This design comes from an exercise in tuning for small area on the open sky130 flow, not from production work.
Function was checked by simulation only, so behaviour that the tests miss may differ from the original.
No activity file was given, so power comes from the tool's default toggle rates.

File: flow/run.sh
#!/bin/bash
# synth_recipe.tcl (not shown) runs the flow's synth.tcl, then flattens the netlist and writes it again
# the make line also repeats each setting of config.mk as NAME=value (left out here)
make -C /OpenROAD-flow-scripts/flow DESIGN_CONFIG=/design/flow/config.mk WORK_HOME=/design/flow/orfs CLKGATE_MAP_FILE= SYNTH_SCRIPT=/design/flow/synth_recipe.tcl finish
File: flow/config.mk
export PLATFORM = sky130hd
export DESIGN_NAME = gnp_bitio
export DESIGN_NICKNAME = gnp_bitio
export VERILOG_FILES = /design/flow/design.v
export SDC_FILE = /design/flow/constraint.sdc
export NUM_CORES = 4
export LEC_CHECK = 0
export CAP_MARGIN = 20
export CORE_MARGIN = 2
export CORE_UTILIZATION = 30
export SETUP_SLACK_MARGIN = 0.5
export SLEW_MARGIN = 20
File: flow/constraint.sdc
create_clock -name core_clock -period 18.0 [get_ports {clk}]
set_input_delay 3.6000 -clock core_clock [delete_from_list [all_inputs] [get_ports {clk}]]
set_output_delay 3.6000 -clock core_clock [all_outputs]
set_load 0.01 [all_outputs]
File: flow/design.v
module gnp_bitmath (
    input  wire [31:0] x,         
    input  wire [31:0] mn,        
    input  wire [31:0] mx,        
    output reg  [5:0]  popcnt,    
    output reg  [5:0]  bitsreq,   
    output wire        gt,        
    output wire        eq         
);
    integer i;
    reg [31:0] d;
    reg [31:0] s;
    reg [5:0]  cnt;
    assign gt = $signed(mn) > $signed(mx);
    assign eq = (mn == mx);
    always @* begin
        popcnt = 6'd0;
        for (i = 0; i < 32; i = i + 1)
            popcnt = popcnt + {5'd0, x[i]};
    end
    always @* begin
        d = mx - mn;
        s = d | (d >> 1);
        s = s | (s >> 2);
        s = s | (s >> 4);
        s = s | (s >> 8);
        s = s | (s >> 16);
        s = s >> 1;
        cnt = 6'd0;
        for (i = 0; i < 32; i = i + 1)
            cnt = cnt + {5'd0, s[i]};
        bitsreq = eq ? 6'd0 : cnt + 6'd1;
    end
endmodule
module gnp_bitio (
    input  wire        clk,
    input  wire        rst,           
    input  wire        cmd_valid,
    output reg         cmd_ready,
    input  wire [31:0] cmd_data,
    output reg         rsp_valid,
    input  wire        rsp_ready,
    output reg  [31:0] rsp_data,
    output reg         rsp_last,
    output reg         mem_req,
    output reg         mem_we,
    output reg  [11:0] mem_addr,
    output reg  [31:0] mem_wdata,
    input  wire        mem_gnt,
    input  wire        mem_rvalid,
    input  wire [31:0] mem_rdata
);
    localparam [32:0] MEM_WORDS = 33'd4096;
    localparam [7:0] C_POPCNT  = 8'h01, C_BITSREQ = 8'h02,
                     W_NEW     = 8'h10, W_BITS    = 8'h11, W_FLUSH = 8'h12,
                     W_ALIGN   = 8'h13, W_BYTES   = 8'h14, W_INT   = 8'h15,
                     R_NEW     = 8'h20, R_BITS    = 8'h21, R_ALIGN = 8'h23,
                     R_BYTES   = 8'h24, R_INT     = 8'h25;
    localparam [3:0] ST_OK = 4'd0, ST_INVCAP = 4'd1, ST_CAPEXC = 4'd2,
                     ST_OVF = 4'd3, ST_PADNZ = 4'd4, ST_MISAL = 4'd5,
                     ST_BITSR = 4'd6, ST_RANGE = 4'd7, ST_BUFB = 4'd8,
                     ST_NOTB = 4'd9, ST_FAULTED = 4'd10, ST_ILLEGAL = 4'd11,
                     ST_DESYNC = 4'd12;
    localparam [3:0] S_HDR = 4'd0, S_OPS = 4'd1, S_EXEC = 4'd2, S_WMEM = 4'd3,
                     S_RREQ = 4'd4, S_RWAIT = 4'd5, S_EXTRACT = 4'd6,
                     S_RSP = 4'd7, S_RSPDATA = 4'd8, S_WBPAY = 4'd9,
                     S_DRAIN = 4'd10, S_RBW = 4'd11;
    reg [3:0]  state;
    reg [3:0]  wret;           
    reg [31:0] hdr;
    reg [31:0] op1, op2, op3;
    reg [1:0]  opidx;          
    reg [1:0]  opneed;         
    reg [23:0] bytes_left;     
    reg [5:0]  rlen;           
    reg [3:0]  status;
    reg        has_data;
    reg [31:0] data_r;
    reg        w_bound;
    reg [3:0]  w_fault;
    reg [31:0] w_base;
    reg [31:0] w_nw;
    reg [63:0] w_scratch;
    reg [5:0]  w_sbits;
    reg [31:0] w_widx;
    reg [31:0] w_bw;
    reg        r_bound;
    reg [31:0] r_base;
    reg [31:0] r_nw;
    reg [63:0] r_scratch;
    reg [6:0]  r_sbits;
    reg [31:0] r_widx;
    reg [31:0] r_br;
    wire [7:0]  opc = hdr[7:0];
    wire [5:0]  len = hdr[13:8];
    wire [23:0] nbytes = hdr[31:8];
    reg       dec_legal;
    reg [1:0] dec_ops;
    always @* begin
        dec_legal = 1'b0;
        dec_ops   = 2'd0;
        case (cmd_data[7:0])
            C_POPCNT:  begin dec_legal = cmd_data[31:8] == 24'd0;  dec_ops = 2'd1; end
            C_BITSREQ: begin dec_legal = cmd_data[31:8] == 24'd0;  dec_ops = 2'd2; end
            W_NEW:     begin dec_legal = cmd_data[31:8] == 24'd0;  dec_ops = 2'd2; end
            W_BITS:    begin dec_legal = cmd_data[31:14] == 18'd0; dec_ops = 2'd1; end
            W_FLUSH:   begin dec_legal = cmd_data[31:8] == 24'd0;  dec_ops = 2'd0; end
            W_ALIGN:   begin dec_legal = cmd_data[31:8] == 24'd0;  dec_ops = 2'd0; end
            W_BYTES:   begin dec_legal = 1'b1;                     dec_ops = 2'd0; end
            W_INT:     begin dec_legal = cmd_data[31:8] == 24'd0;  dec_ops = 2'd3; end
            R_NEW:     begin dec_legal = cmd_data[31:8] == 24'd0;  dec_ops = 2'd2; end
            R_BITS:    begin dec_legal = cmd_data[31:14] == 18'd0; dec_ops = 2'd0; end
            R_ALIGN:   begin dec_legal = cmd_data[31:8] == 24'd0;  dec_ops = 2'd0; end
            R_BYTES:   begin dec_legal = 1'b1;                     dec_ops = 2'd0; end
            R_INT:     begin dec_legal = cmd_data[31:8] == 24'd0;  dec_ops = 2'd2; end
            default:   begin dec_legal = 1'b0;                     dec_ops = 2'd0; end
        endcase
    end
    wire [31:0] bm_min = (opc == W_INT) ? op2 : op1;
    wire [31:0] bm_max = (opc == W_INT) ? op3 : op2;
    wire [5:0]  bm_pop, bm_bits;
    wire        bm_gt, bm_eq;
    gnp_bitmath u_math (
        .x(op1), .mn(bm_min), .mx(bm_max),
        .popcnt(bm_pop), .bitsreq(bm_bits), .gt(bm_gt), .eq(bm_eq)
    );
    wire wint_ok = !bm_gt && !bm_eq &&
                   ($signed(op2) <= $signed(op1)) && ($signed(op1) <= $signed(op3));
    wire [32:0] w_nbits = {1'b0, w_nw[26:0], 5'd0};
    wire        w_sync  = ({w_widx[26:0], 5'd0} + {26'd0, w_sbits}) == w_bw;
    wire [2:0]  w_pad   = 3'd0 - w_bw[2:0];
    wire        w_full  = w_widx >= w_nw;
    reg  [31:0] wb_v;
    reg  [5:0]  wb_len;
    always @* begin
        wb_v   = 32'd0;
        wb_len = 6'd0;
        if (state == S_WBPAY) begin
            wb_v   = cmd_data;
            wb_len = (bytes_left >= 24'd4) ? 6'd32 : {1'b0, bytes_left[1:0], 3'd0};
        end else begin
            case (opc)
                W_BITS:  begin wb_v = op1;       wb_len = len;   end
                W_INT:   begin wb_v = op1 - op2; wb_len = bm_bits; end
                W_ALIGN: begin wb_v = 32'd0;     wb_len = {3'd0, w_pad}; end
                default: begin wb_v = 32'd0;     wb_len = 6'd0;  end
            endcase
        end
    end
    wire [31:0] wb_mask   = (wb_len >= 6'd32) ? 32'hFFFF_FFFF : ((32'd1 << wb_len) - 32'd1);
    wire [63:0] wb_new    = w_scratch | ({32'd0, wb_v & wb_mask} << w_sbits);
    wire [6:0]  wb_nsb    = {1'b0, w_sbits} + {1'b0, wb_len};
    wire        wb_flush  = wb_nsb >= 7'd32;
    wire [32:0] wb_bwsum  = {1'b0, w_bw} + {27'd0, wb_len};
    wire        wb_capexc = wb_bwsum > w_nbits;
    wire        wb_bufb   = wb_flush && w_full;
    wire [32:0] wy_bwsum  = {1'b0, w_bw} + {6'd0, nbytes, 3'd0};
    wire [27:0] wy_words  = ({1'b0, nbytes, 3'd0} + {22'd0, w_sbits}) >> 5;
    wire [32:0] wy_wsum   = {1'b0, w_widx} + {5'd0, wy_words};
    wire [32:0] r_nbits = {1'b0, r_nw[26:0], 5'd0};
    wire [2:0]  r_pad   = 3'd0 - r_br[2:0];
    wire        r_full  = r_widx >= r_nw;
    reg  [5:0]  rc_len;
    always @* begin
        case (opc)
            R_BITS:  rc_len = len;
            R_INT:   rc_len = bm_bits;
            R_ALIGN: rc_len = {3'd0, r_pad};
            default: rc_len = 6'd0;
        endcase
    end
    wire [32:0] rc_brsum = {1'b0, r_br} + {27'd0, rc_len};
    wire        rc_ovf   = rc_brsum > r_nbits;
    wire        rc_bufb  = ({1'b0, r_sbits} < {2'b0, rc_len}) && r_full;
    wire [32:0] ry_brsum = {1'b0, r_br} + {6'd0, nbytes, 3'd0};
    wire [27:0] ry_bits  = {1'b0, nbytes, 3'd0};
    wire [27:0] ry_loads = (ry_bits <= {21'd0, r_sbits}) ? 28'd0 :
                           ((ry_bits - {21'd0, r_sbits}) + 28'd31) >> 5;
    wire [32:0] ry_wsum  = {1'b0, r_widx} + {5'd0, ry_loads};
    wire [31:0] rx_mask = (rlen >= 6'd32) ? 32'hFFFF_FFFF : ((32'd1 << rlen) - 32'd1);
    wire [31:0] rx_out  = r_scratch[31:0] & rx_mask;
    wire [32:0] new_end = {1'b0, op1} + {3'd0, op2[31:2]};
    wire        new_inv = op2[1:0] != 2'd0;
    wire        new_bb  = new_end > MEM_WORDS;
    wire [5:0]  byte_len = (bytes_left >= 24'd4) ? 6'd32 : {1'b0, bytes_left[1:0], 3'd0};
    wire [23:0] byte_dec = (bytes_left >= 24'd4) ? 24'd4 : {22'd0, bytes_left[1:0]};
    always @* begin
        cmd_ready = (state == S_HDR) || (state == S_OPS) ||
                    (state == S_WBPAY) || (state == S_DRAIN);
        rsp_valid = (state == S_RSP) || (state == S_RSPDATA);
        rsp_data  = (state == S_RSPDATA) ? data_r : {28'd0, status};
        rsp_last  = (state == S_RSP) ? !has_data :
                    !((opc == R_BYTES) && (bytes_left != 24'd0));
        mem_req   = (state == S_WMEM) || (state == S_RREQ);
        mem_we    = (state == S_WMEM);
    end
    always @(posedge clk) begin
        if (rst) begin
            state     <= S_HDR;
            wret      <= S_HDR;
            w_bound   <= 1'b0;
            w_fault   <= 4'd0;
            w_base    <= 32'd0;
            w_nw      <= 32'd0;
            w_scratch <= 64'd0;
            w_sbits   <= 6'd0;
            w_widx    <= 32'd0;
            w_bw      <= 32'd0;
            r_bound   <= 1'b0;
            r_base    <= 32'd0;
            r_nw      <= 32'd0;
            r_scratch <= 64'd0;
            r_sbits   <= 7'd0;
            r_widx    <= 32'd0;
            r_br      <= 32'd0;
            status    <= ST_OK;
            has_data  <= 1'b0;
        end else begin
            case (state)
            S_HDR: if (cmd_valid) begin
                hdr      <= cmd_data;
                opidx    <= 2'd0;
                opneed   <= dec_ops;
                has_data <= 1'b0;
                status   <= ST_OK;
                if (!dec_legal) begin
                    status <= ST_ILLEGAL;
                    state  <= S_RSP;
                end else if (dec_ops != 2'd0) begin
                    state <= S_OPS;
                end else begin
                    state <= S_EXEC;
                end
            end
            S_OPS: if (cmd_valid) begin
                case (opidx)
                    2'd0:    op1 <= cmd_data;
                    2'd1:    op2 <= cmd_data;
                    default: op3 <= cmd_data;
                endcase
                opidx <= opidx + 2'd1;
                if (opidx + 2'd1 == opneed)
                    state <= S_EXEC;
            end
            S_EXEC: begin
                state <= S_RSP;
                case (opc)
                C_POPCNT: begin
                    data_r   <= {26'd0, bm_pop};
                    has_data <= 1'b1;
                end
                C_BITSREQ: begin
                    if (bm_gt) status <= ST_RANGE;
                    else begin
                        data_r   <= {26'd0, bm_bits};
                        has_data <= 1'b1;
                    end
                end
                W_NEW: begin
                    if (new_inv)     status <= ST_INVCAP;
                    else if (new_bb) status <= ST_BUFB;
                    else begin
                        w_base    <= op1;
                        w_nw      <= {2'd0, op2[31:2]};
                        w_scratch <= 64'd0;
                        w_sbits   <= 6'd0;
                        w_widx    <= 32'd0;
                        w_bw      <= 32'd0;
                        w_fault   <= 4'd0;
                        w_bound   <= 1'b1;
                    end
                end
                R_NEW: begin
                    if (new_inv)     status <= ST_INVCAP;
                    else if (new_bb) status <= ST_BUFB;
                    else begin
                        r_base    <= op1;
                        r_nw      <= {2'd0, op2[31:2]};
                        r_scratch <= 64'd0;
                        r_sbits   <= 7'd0;
                        r_widx    <= 32'd0;
                        r_br      <= 32'd0;
                        r_bound   <= 1'b1;
                    end
                end
                W_BITS, W_INT, W_ALIGN: begin
                    if (!w_bound)                              status <= ST_NOTB;
                    else if (w_fault != 4'd0)                  status <= ST_FAULTED;
                    else if (!w_sync) begin
                        status <= ST_DESYNC;   w_fault <= ST_DESYNC;
                    end else if (opc == W_BITS && len > 6'd32) begin
                        status <= ST_BITSR;    w_fault <= ST_BITSR;
                    end else if (opc == W_INT && !wint_ok) begin
                        status <= ST_RANGE;    w_fault <= ST_RANGE;
                    end else if (opc == W_ALIGN && w_pad == 3'd0) begin
                        status <= ST_OK;
                    end else if (wb_capexc) begin
                        status <= ST_CAPEXC;   w_fault <= ST_CAPEXC;
                    end else if (wb_bufb) begin
                        status <= ST_BUFB;     w_fault <= ST_BUFB;
                    end else begin
                        w_bw <= wb_bwsum[31:0];
                        if (wb_flush) begin
                            mem_addr  <= w_base[11:0] + w_widx[11:0];
                            mem_wdata <= wb_new[31:0];
                            w_scratch <= wb_new >> 32;
                            w_sbits   <= wb_nsb[5:0] - 6'd32;
                            w_widx    <= w_widx + 32'd1;
                            wret      <= S_RSP;
                            state     <= S_WMEM;
                        end else begin
                            w_scratch <= wb_new;
                            w_sbits   <= wb_nsb[5:0];
                        end
                    end
                end
                W_FLUSH: begin
                    if (!w_bound)                 status <= ST_NOTB;
                    else if (w_fault != 4'd0)     status <= ST_FAULTED;
                    else if (w_sbits == 6'd0)     status <= ST_OK;
                    else if (w_full) begin
                        status <= ST_BUFB;        w_fault <= ST_BUFB;
                    end else begin
                        mem_addr  <= w_base[11:0] + w_widx[11:0];
                        mem_wdata <= w_scratch[31:0];
                        w_scratch <= w_scratch >> 32;
                        w_sbits   <= 6'd0;
                        w_widx    <= w_widx + 32'd1;
                        wret      <= S_RSP;
                        state     <= S_WMEM;
                    end
                end
                W_BYTES: begin
                    bytes_left <= nbytes;
                    if (!w_bound)                    status <= ST_NOTB;
                    else if (w_fault != 4'd0)        status <= ST_FAULTED;
                    else if (!w_sync) begin
                        status <= ST_DESYNC;  w_fault <= ST_DESYNC;
                    end else if (w_bw[2:0] != 3'd0) begin
                        status <= ST_MISAL;   w_fault <= ST_MISAL;
                    end else if (wy_bwsum > w_nbits) begin
                        status <= ST_CAPEXC;  w_fault <= ST_CAPEXC;
                    end else if (wy_wsum > {1'b0, w_nw}) begin
                        status <= ST_BUFB;    w_fault <= ST_BUFB;
                    end
                    if (nbytes != 24'd0) begin
                        if (!w_bound || w_fault != 4'd0 || !w_sync || w_bw[2:0] != 3'd0 ||
                            wy_bwsum > w_nbits || wy_wsum > {1'b0, w_nw})
                            state <= S_DRAIN;
                        else
                            state <= S_WBPAY;
                    end
                end
                R_BITS, R_INT, R_ALIGN: begin
                    rlen <= rc_len;
                    if (!r_bound)                                  status <= ST_NOTB;
                    else if (opc == R_BITS && len > 6'd32)         status <= ST_BITSR;
                    else if (opc == R_INT && (bm_gt || bm_eq))     status <= ST_RANGE;
                    else if (opc == R_ALIGN && r_pad == 3'd0)      status <= ST_OK;
                    else if (rc_ovf)                               status <= ST_OVF;
                    else if (rc_bufb)                              status <= ST_BUFB;
                    else begin
                        if (opc != R_ALIGN) has_data <= 1'b1;
                        if ({1'b0, r_sbits} < {2'b0, rc_len}) begin
                            mem_addr <= r_base[11:0] + r_widx[11:0];
                            state    <= S_RREQ;
                        end else begin
                            state    <= S_EXTRACT;
                        end
                    end
                end
                R_BYTES: begin
                    bytes_left <= nbytes;
                    if (!r_bound)                         status <= ST_NOTB;
                    else if (r_br[2:0] != 3'd0)           status <= ST_MISAL;
                    else if (ry_brsum > r_nbits)          status <= ST_OVF;
                    else if (ry_wsum > {1'b0, r_nw})      status <= ST_BUFB;
                    else if (nbytes != 24'd0)             has_data <= 1'b1;
                end
                default: status <= ST_ILLEGAL;
                endcase
            end
            S_WBPAY: if (cmd_valid) begin
                bytes_left <= bytes_left - byte_dec;
                w_bw       <= wb_bwsum[31:0];
                if (wb_flush) begin
                    mem_addr  <= w_base[11:0] + w_widx[11:0];
                    mem_wdata <= wb_new[31:0];
                    w_scratch <= wb_new >> 32;
                    w_sbits   <= wb_nsb[5:0] - 6'd32;
                    w_widx    <= w_widx + 32'd1;
                    wret      <= (bytes_left == byte_dec) ? S_RSP : S_WBPAY;
                    state     <= S_WMEM;
                end else begin
                    w_scratch <= wb_new;
                    w_sbits   <= wb_nsb[5:0];
                    if (bytes_left == byte_dec) state <= S_RSP;
                end
            end
            S_DRAIN: if (cmd_valid) begin
                bytes_left <= bytes_left - byte_dec;
                if (bytes_left == byte_dec) state <= S_RSP;
            end
            S_WMEM: if (mem_gnt) state <= wret;
            S_RREQ: if (mem_gnt) state <= S_RWAIT;
            S_RWAIT: if (mem_rvalid) begin
                r_scratch <= r_scratch | ({32'd0, mem_rdata} << r_sbits);
                r_sbits   <= r_sbits + 7'd32;
                r_widx    <= r_widx + 32'd1;
                state     <= S_EXTRACT;
            end
            S_EXTRACT: begin
                r_scratch <= r_scratch >> rlen;
                r_sbits   <= r_sbits - {1'b0, rlen};
                r_br      <= r_br + {26'd0, rlen};
                case (opc)
                    R_INT:   begin data_r <= rx_out + op1; state <= S_RSP; end
                    R_ALIGN: begin
                        if (rx_out != 32'd0) status <= ST_PADNZ;
                        state <= S_RSP;
                    end
                    R_BYTES: begin
                        data_r     <= rx_out;
                        bytes_left <= bytes_left - byte_dec;
                        state      <= S_RSPDATA;
                    end
                    default: begin data_r <= rx_out; state <= S_RSP; end
                endcase
            end
            S_RSP: if (rsp_ready) begin
                if (!has_data)             state <= S_HDR;
                else if (opc == R_BYTES)   state <= S_RBW;
                else                       state <= S_RSPDATA;
            end
            S_RBW: begin
                rlen <= byte_len;
                if ({1'b0, r_sbits} < {2'b0, byte_len}) begin
                    mem_addr <= r_base[11:0] + r_widx[11:0];
                    state    <= S_RREQ;
                end else begin
                    state    <= S_EXTRACT;
                end
            end
            S_RSPDATA: if (rsp_ready) begin
                if (opc == R_BYTES && bytes_left != 24'd0) state <= S_RBW;
                else                                       state <= S_HDR;
            end
            default: state <= S_HDR;
            endcase
        end
    end
endmodule
==> impl_metrics.yaml <==
routing:
  viasPerCell: 6.01
  final_antenna_net_count: 0
  num_vias: 69400
  detail_route.first_pass.iterations: 10
  wl_per_cell_um: 28.2
  route.detailed.drc: 0
  routed_wl_um: 326000
  first_iter_violations: 8148
cts:
  clk_latency_ns: 0.76
  clk_pin_slew_ns: 0.06
  cts_buffer_depth: 3
  cts_tree: "built"
  htree_levels: 3
  numCtsBuffers: 81
  cts_root_buffer: "clkbuf_16"
  clock_sinks: 609
  cts_hold_buf: 0
placed_design:
  gp_congestion: 1.00
  dpl.hpwl_um: 254000
  placement.io_buffers: 150
synthesis:
  ys_warn_count: 2
  netlist_top_cells_count: "nor2_1 (1070), nand2_1 (776), a21oi_1 (740)"
  synthCells: 8566
  netlist_area_mm2: 0.0661
  synth_sequential_area_ratio: 0.221
  synth.most_common_cell: "nor2_1"
  ys_seq_elements: 609
  synth_top_area_cell: "ha_1"
  async_reset_ff_frac: 0
  synth_edf_count: 238
  ys_types: 115
  synth_ff_type: "dfxtp_1"
  synth_top_area_frac: 0.133
  syn_area_per_cell_um2: 7.71
  synth_nets: 9399
  synth.area.top_cells: "ha_1 (13%), dfxtp_1 (11%), edfxtp_1 (11%)"
grt:
  track_usage: 0.280
  grt_max_degree: 159
  grt_overflow_total: 0
  antenna_found_initial: 27
  grt_pass1_wl_um: 463000
  first_global_vias: 64900
timing:
  finalMaxSlewViolations: 0
  post-route-min-period_ns: 16.79
  slew_headroom: 0.151
  worst_pin_slew_ns: 1.24
  rsz0062_at_grt: "no"
  fmax_mhz: 59.5
  tns_ns: 0
  finClkSkew_ns: 0.0599
  setup_viol: 0
  hold_viol: 0
  timing.final.crit_share: 0.933
worst_setup_path:
  cp_max_fo: 20
  startpoint_type: "flip-flop"
  cp_slowest_cell: "a2111oi_1"
  cp.required_ns: 18.65
  slowest_delay_ns: 0.62
  arrival_ns: 17.45
  critPathCaptureType: "flip-flop"
  crit_top_cell: "a21o_1"
  critPathKind: "flip-flop to flip-flop"
floorplanning:
  start_util: 0.301
  fp.dieH_um: 473
  core-area_mm2: 0.219
  dieWidth_um: 473
  top_level_ports: 151
  dieArea_mm2: 0.224
  row_count: 172
layout:
  final_util: 0.340
  largestRegisters: "r_scratch (64), w_scratch (64)"
  drive_above_1_share: 0.0749
  syn2layout_area_growth_pct: 12.8
  fin_nets: 9422
run:
  maxCapViolCount: 0
pwr:
  peakVddDrop_uv: 75.9
  leakage_nw: 30.4
  power.density_mw_per_mm2: 78.8
worst_hold_path:
  hp-class: "flip-flop to flip-flop"
run_status:
  status: "no timing/DRC/antenna violations"
## per-layer routing
layer | share of wire | global-route usage | vias to the layer above
met5 | 0.00042 | 0 | -
met2 | 0.43 | 0.426 | 3562
met1 | 0.41 | 0.361 | 33600
li1 | - | - | 31400
met3 | 0.085 | 0.0504 | 834
met4 | 0.079 | 0.183 | 20
## path summary, 6_finish.rpt
kind | endpoint | start | slack (ns) | depth (start not counted)
worst min register to register | w_scratch[32] | w_scratch[32] | 0.45 | 2
worst min-delay path | w_scratch[32] | w_scratch[32] | 0.45 | 2
worst max-delay path | w_scratch[12] | hdr[5] | 1.21 | 65
worst max register to register | w_scratch[12] | hdr[5] | 1.21 | 65
## kinds of logic after synthesis
| group | synth area share |
|---|---|
| DFF | 0.221 |
| AOI/OAI and AO/OA | 0.252 |
| muxes | 0.0510 |
| adders and majority gates | 0.152 |
| and+or+nand+nor | 0.215 |
| buffers and inverters | 0.0542 |
| other | 0.0000567 |
| xor gates and xnor gates | 0.0558 |
## cell type report
| class | count | area (µm²) |
|---|---|---|
| Multi-Input combinational cell | 7011 | 48300 |
| Clock inverter | 45 | 444 |
| Clock buffer | 106 | 2210 |
| Sequential cell | 609 | 14600 |
| Antenna cell | 13 | 32.5 |
| Timing Repair Buffer | 399 | 3480 |
| Tap cell | 2871 | 3590 |
| Fill cell | 22900 | 145000 |
| Inverter | 487 | 1830 |
## worst max-delay path: cells and delay by family (launching register included)
kind                     cells  cell delay [ns]
AO/OA/AOI/OAI               30             6.74
adder cells (fa/ha/maj)     11             4.64
AND/OR/NAND/NOR             12             3.01
buffers and inverters       10             1.49
flip-flops                   1             0.44
XOR/XNOR                     2             0.34
## placed cells by master (no fill, tap or decap), types with 223 or more instances in the layout
cell type and count:
a21oi_1 735, nor2_1 1058, buf_4 242, inv_1 476, ha_1 700, xnor2_1 288
a21o_1 223, edfxtp_1 238, o21ai_0 469, dfxtp_1 366, nand2_1 771
## through the flow
stage	setup WS [ns]	cells	instance area (µm²)	power, mW	hold WS [ns]
final	1.21	11500	74500	5.87	0.452
after global routing	0.409	11500	74500	6.11	0.471
after CTS	0.506	11500	74100	5.78	0.453
after detailed placement	0.00840	11400	71400	4.09	0.444
after global placement	0.161	11400	71400	4.07	0.438
after floorplan	1.05	8566	66100	3.19	0.420
## power breakdown
group / switching [mW] / internal [mW]
clock network: 0.759 / 0.924
registers: 0.179 / 1.58
logic: 1.56 / 0.865
total: 2.50 / 3.37
## what timing repair did
item | 4_1_cts | 5_1_grt
pin swaps | 0 | 4
cloned | 0 | 3
gates resized for setup | 10 | 34
endpoints found under the setup margin | 153 | 193
buffers inserted | 0 | 15

static timing again, ports no longer ideal:
The results above use ideal ports. As a check the final layout listed here was re-extracted and re-timed, cells and wires unchanged.
Step 1 sets driving cells, clkbuf_16 on the clock port and buf_2 on the other inputs (assumed; they add their load-dependent delay and slew).
Step 2 moves the port delays by t, midway between the first and last clock arrival at a register: inputs arrive t later, outputs are due t later. That takes back most of the time a late clock gives input paths.
Three values: ideal ports, drivers, drivers and shift; two values: the first two.
shift t [ns]: 0.822
slack for setup (ns): 1.206 / 1.205 / 1.205
worst slew at a driven data input, ns: 0.10
After both steps setup and hold are still met in this run. The setup slack of this run moves by -0.001 ns with the drivers and by -0.001 ns with both steps.
